From an optimization exercise on the open Yosys and OpenROAD flow, aimed at small area, a short achievable clock period and few clock cycles per item; shortcuts taken in it are not production practice.
Function was checked by simulation only, so behaviour that the tests miss may differ from the original.
Power is estimated from default activity; no workload was simulated.

Setup of before:
Design twr_ranging, start of the top module:
module twr_ranging (
    input  wire        clk,
    input  wire        rst,
    input  wire        in_valid,
    output wire        in_ready,
    input  wire [31:0] pt,
    input  wire [31:0] rr,
    input  wire [31:0] ft,
    input  wire [31:0] prx,
    input  wire [31:0] rtx,
    input  wire [31:0] frx,
    output wire        out_valid,
    input  wire        out_ready,
    output wire [31:0] tof,
    output wire        degen,
    output wire [31:0] ra,
    output wire [31:0] rb,
    output wire [31:0] da,
    output wire [31:0] db
);
Size: ~4500 cells after synthesis, about 510 flip-flops.
export LEC_CHECK = 0
export ABC_CLOCK_PERIOD_IN_PS = 4000
export CAP_MARGIN = 20
export CORE_MARGIN = 2
export CORE_UTILIZATION = 60
export PLACE_DENSITY = 0.7
export SETUP_SLACK_MARGIN = 5
export SLEW_MARGIN = 20
export TNS_END_PERCENT = 0
create_clock -name core_clock -period 13.0 [get_ports {clk}]
standard.sh (not shown) runs the stock make flow with config.mk's settings and CLKGATE_MAP_FILE= SYNTH_SCRIPT=/design/flow/synth_recipe.tcl, a recipe that flattens the netlist after the stock synthesis.
==> flow/flow/run.sh <==
#!/bin/bash
set -euo pipefail
bash standard.sh SETUP_SLACK_MARGIN=8 "BUFFER_PORTS_ARGS=-buffer_cell sky130_fd_sc_hd__buf_1" finish > make_finish.log 2>&1
before went all the way through synthesis, placement and routing and the layout is clean on timing, DRC and antenna.
Testbench counts of before, summed over its fixed seeds: cycles 3,280, items 320.
## Diff of input files: after against before
-- flow/design.v --
<<< before, line 56
    wire   s2_free   = (s2 == S2_IDLE) | ((s2 == S2_DONE) & out_ready);
    wire   hand      = (s1 == S1_FIX) & s2_free;
    wire [31:0] ra_in = rr - pt;
    wire [31:0] da_in = ft - rr;
    wire [K:0]   rbs = {1'b0, rb_q[2*K-1:K]} - {1'b0, x_q[2*K-1:K]} - {{K{1'b0}}, brb_q};
    wire [K:0]   dbs = {1'b0, x_q[2*K-1:K]} - {1'b0, db_q[2*K-1:K]} - {{K{1'b0}}, bdb_q};
>>> after, line 56
    wire   s2_free   = (s2 == S2_IDLE) | ((s2 == S2_DONE) & out_ready);
    wire   hand      = (s1 == S1_FIX) & s2_free;
    function [31:0] sub32;
        input [31:0] a;
        input [31:0] b;
        reg [31:0] p, g, pp, gg, c;
        integer lv, i;
        begin
            p  = a ^ ~b;
            g  = a & ~b;
            g[0] = g[0] | p[0];
            pp = p;
            gg = g;
            for (lv = 0; lv < 5; lv = lv + 1)
                for (i = 0; i < 32; i = i + 1)
                    if (i[lv]) begin
                        gg[i] = gg[i] | (pp[i] & gg[((i >> lv) << lv) - 1]);
                        pp[i] = pp[i] & pp[((i >> lv) << lv) - 1];
                    end
            c = {gg[30:0], 1'b1};
            sub32 = p ^ c;
        end
    endfunction
    wire [31:0] ra_in = sub32(rr, pt);
    wire [31:0] da_in = sub32(ft, rr);
    wire [K:0]   rbs = {1'b0, rb_q[2*K-1:K]} - {1'b0, x_q[2*K-1:K]} - {{K{1'b0}}, brb_q};
    wire [K:0]   dbs = {1'b0, x_q[2*K-1:K]} - {1'b0, db_q[2*K-1:K]} - {{K{1'b0}}, bdb_q};
[summary]
Sort before and after by worst endpoint required time asc -> top: after. Diff before -> after: maximum frequency was more or less identical, synthesized cell count went down by 154, net switching fraction of the power went up by 0.72 points, logic gate share of total power went up by 2.2 points, share of cell area taken by muxes after synthesis went up by 0.58 points. after has synthesized area below what before had. For the worst IR drop on VDD, after came in 0.000022 V higher than before did. Compared with before, in after global-route usage +0.23 points, layout clock buffer count higher, multi-input combinational cell count went down 173. Per the comparison of after with before, reg2reg setup slack saw a decrease; synthesis-to-finish area growth higher; number of logic inverters in the finished layout went up 3.2%.
Testbench counts of after, summed over its fixed seeds: cycles 3,280, items 320.

---

== 12-03 ==
twr_ranging, a different RTL version from the one above (not shown whole).
Size in the first run: ~510 flip-flops, roughly 360 I/O pins, roughly 44000 sq um of cells after synthesis.
export LEC_CHECK = 0
export CAP_MARGIN = 20
export CORE_MARGIN = 2
export CORE_UTILIZATION = 60
export PLACE_DENSITY = 0.7
export SETUP_SLACK_MARGIN = 5
export SLEW_MARGIN = 20
export SYNTH_HIERARCHICAL = 1
export SYNTH_MINIMUM_KEEP_SIZE = 0
export TNS_END_PERCENT = 0
create_clock -name core_clock -period 13.0 [get_ports {clk}]
Scripts as last shown in full above: flow/flow/run.sh
Testbench counts of 12-03, summed over its fixed seeds: cycles 3,280, items 320.
What 07-20 does differently from 12-03 at the input level:
-- flow/design.v --
<<< 12-03, line 23
    localparam integer J1 = 16;          
    localparam integer W  = 34 + K;      
    localparam integer NR = 2 * K + 4;   
    localparam [1:0] S1_IDLE = 2'd0,
                     S1_MUL  = 2'd1,
>>> 07-20, line 23
    localparam integer J1 = 16;          
    localparam integer W  = 34 + K;      
    localparam integer NR = 2 * K + 3;   
    localparam [1:0] S1_IDLE = 2'd0,
                     S1_MUL  = 2'd1,
<<< 12-03, line 45
    reg  [3:0]  cnt2;
    reg         spec_q;   
    reg  [31:0] ra_o, rb_o, da_o, db_o;
    reg  [33:0] den2;
>>> 07-20, line 45
    reg  [3:0]  cnt2;
    reg         spec_q;   
    reg  [13:0] dhi_q;    
    reg  [31:0] ra_o, rb_o, da_o, db_o;
    reg  [33:0] den2;
<<< 12-03, line 75
        rq[1] = {{(W-34){1'b0}}, c_q};
        rq[2] = {{(W-K){1'b0}}, dd};
        rq[2*K+3] = {{(W-32-K){1'b0}}, ~dd, 32'd0};
        for (j = 0; j < K; j = j + 1) begin
            rq[3 + 2*j] = {{(W-32){1'b0}}, ra_q & {32{dr[j]}}} << j;
>>> 07-20, line 76
        rq[1] = {{(W-34){1'b0}}, c_q};
        rq[2] = {{(W-K){1'b0}}, dd};
        for (j = 0; j < K; j = j + 1) begin
            rq[3 + 2*j] = {{(W-32){1'b0}}, ra_q & {32{dr[j]}}} << j;
<<< 12-03, line 93
    end
    wire [K:0] mlo = {1'b0, ms[K-1:0]} + {1'b0, mc[K-1:0]} + {{K{1'b0}}, cl_q};
    wire [34:0] hsum = {1'b0, h_q} + {1'b0, c_q} + {34'd0, cl_q} + 35'd1;
    wire        sgn  = ~hsum[32];
    wire [63:0] dvd  = {hsum[31:0], l_q} ^ {64{sgn}};
    wire [33:0] den1 = {dch_q, x_q};
    wire        shrt = (quo_q[13:0] == 14'd0) && (rem_q < den2);
    wire [35:0] dx  = {rem_q, quo_q[31:30]};
    wire [36:0] dq1 = {1'b0, dx} - {3'b000, den2};
>>> 07-20, line 93
    end
    wire [K:0] mlo = {1'b0, ms[K-1:0]} + {1'b0, mc[K-1:0]} + {{K{1'b0}}, cl_q};
    wire [34:0] hsum = {1'b0, h_q} + {1'b0, c_q} + {34'd0, cl_q} - {3'd0, db_q};
    wire        sgn  = hsum[32];
    wire [63:0] dvd  = {hsum[31:0], l_q} ^ {64{sgn}};
    wire [33:0] den1 = {dch_q, x_q};
    wire        rlt;
    twr_lt34 u_lt (.a(rem_q), .b(den2), .lt(rlt));
    wire        shrt = (dhi_q == 14'd0) && rlt;
    wire [35:0] dx  = {rem_q, quo_q[31:30]};
    wire [36:0] dq1 = {1'b0, dx} - {3'b000, den2};
<<< 12-03, line 182
                spec_q <= 1'b0;
                if (spec_q & ~shrt) begin
                    rem_q <= {2'b00, quo_q[13:0], rem_q[33:16]};
                    quo_q <= {rem_q[15:0], quo_q[31:16]};
                    cnt2  <= 4'd0;
>>> 07-20, line 184
                spec_q <= 1'b0;
                if (spec_q & ~shrt) begin
                    rem_q <= {2'b00, dhi_q, rem_q[33:16]};
                    quo_q <= {rem_q[15:0], quo_q[31:16]};
                    cnt2  <= 4'd0;
<<< 12-03, line 202
            degen_q <= (den1 == 34'd0);
            neg_q   <= sgn;
            rem_q   <= dvd[49:16];
            quo_q   <= {dvd[15:0], 2'b00, dvd[63:50]};
            spec_q  <= 1'b1;
            cnt2    <= 16 - J1 / 2;
>>> 07-20, line 204
            degen_q <= (den1 == 34'd0);
            neg_q   <= sgn;
            dhi_q   <= dvd[63:50];
            rem_q   <= dvd[49:16];
            quo_q   <= {dvd[15:0], 16'd0};
            spec_q  <= 1'b1;
            cnt2    <= 16 - J1 / 2;
<<< 12-03, line 222
    assign y = a - b;
endmodule
>>> 07-20, line 225
    assign y = a - b;
endmodule
module twr_lt34 (
    input  wire [33:0] a,
    input  wire [33:0] b,
    output wire        lt
);
    assign lt = a < b;
endmodule
Notes after the runs:
Post-synth net total, 07-20 and 12-03, lower one = 12-03. [07-20 vs 12-03] post-detailed-routing wire length: higher in 07-20. Compared with 12-03, 07-20 shows a lower layout overhead on the synthesized area. Number of flip-flops and latches was higher in 07-20 than in 12-03. When 07-20 is measured against 12-03, its global-route met3 utilization turns out 0.56 points lower. 12-03 -> 07-20: detailed route wirelength on metal3 decreased by a few percent. Initial antenna violation count came out higher on 07-20 than on 12-03. On 07-20: overall global routing resource usage is 0.52 points higher than what 12-03 gave.
Testbench counts of 07-20, summed over its fixed seeds: cycles 3,280, items 320.

[re-timing with driven ports]
No port has a modelled driver above. Below, the same layouts with a new extraction and two added sets of constraints.
Step 1 assumes that a clkbuf_16 drives the clock port and a buf_2 every other input.
Step 2 also shifts input and output timing later by t, the mid clock arrival at the registers, as if the neighbouring blocks saw the same clock.
Slacks: no drivers / after step 1 / after step 2; pairs: no drivers / after step 1.
run	shift t [ns]	setup slack, ns	clock arrival spread, ns
before	0.693	7.993 / 8.034 / 7.341	0.020 / 0.020
after	0.682	7.981 / 7.981 / 7.374	0.032 / 0.032
12-03	0.685	7.961 / 7.961 / 7.491	0.024 / 0.023
07-20	0.707	8.109 / 8.109 / 7.459	0.033 / 0.032
After both steps setup and hold are still met in every run listed. The setup slack of before, which loses most, moves by +0.041 ns with the drivers and by -0.652 ns with both steps.
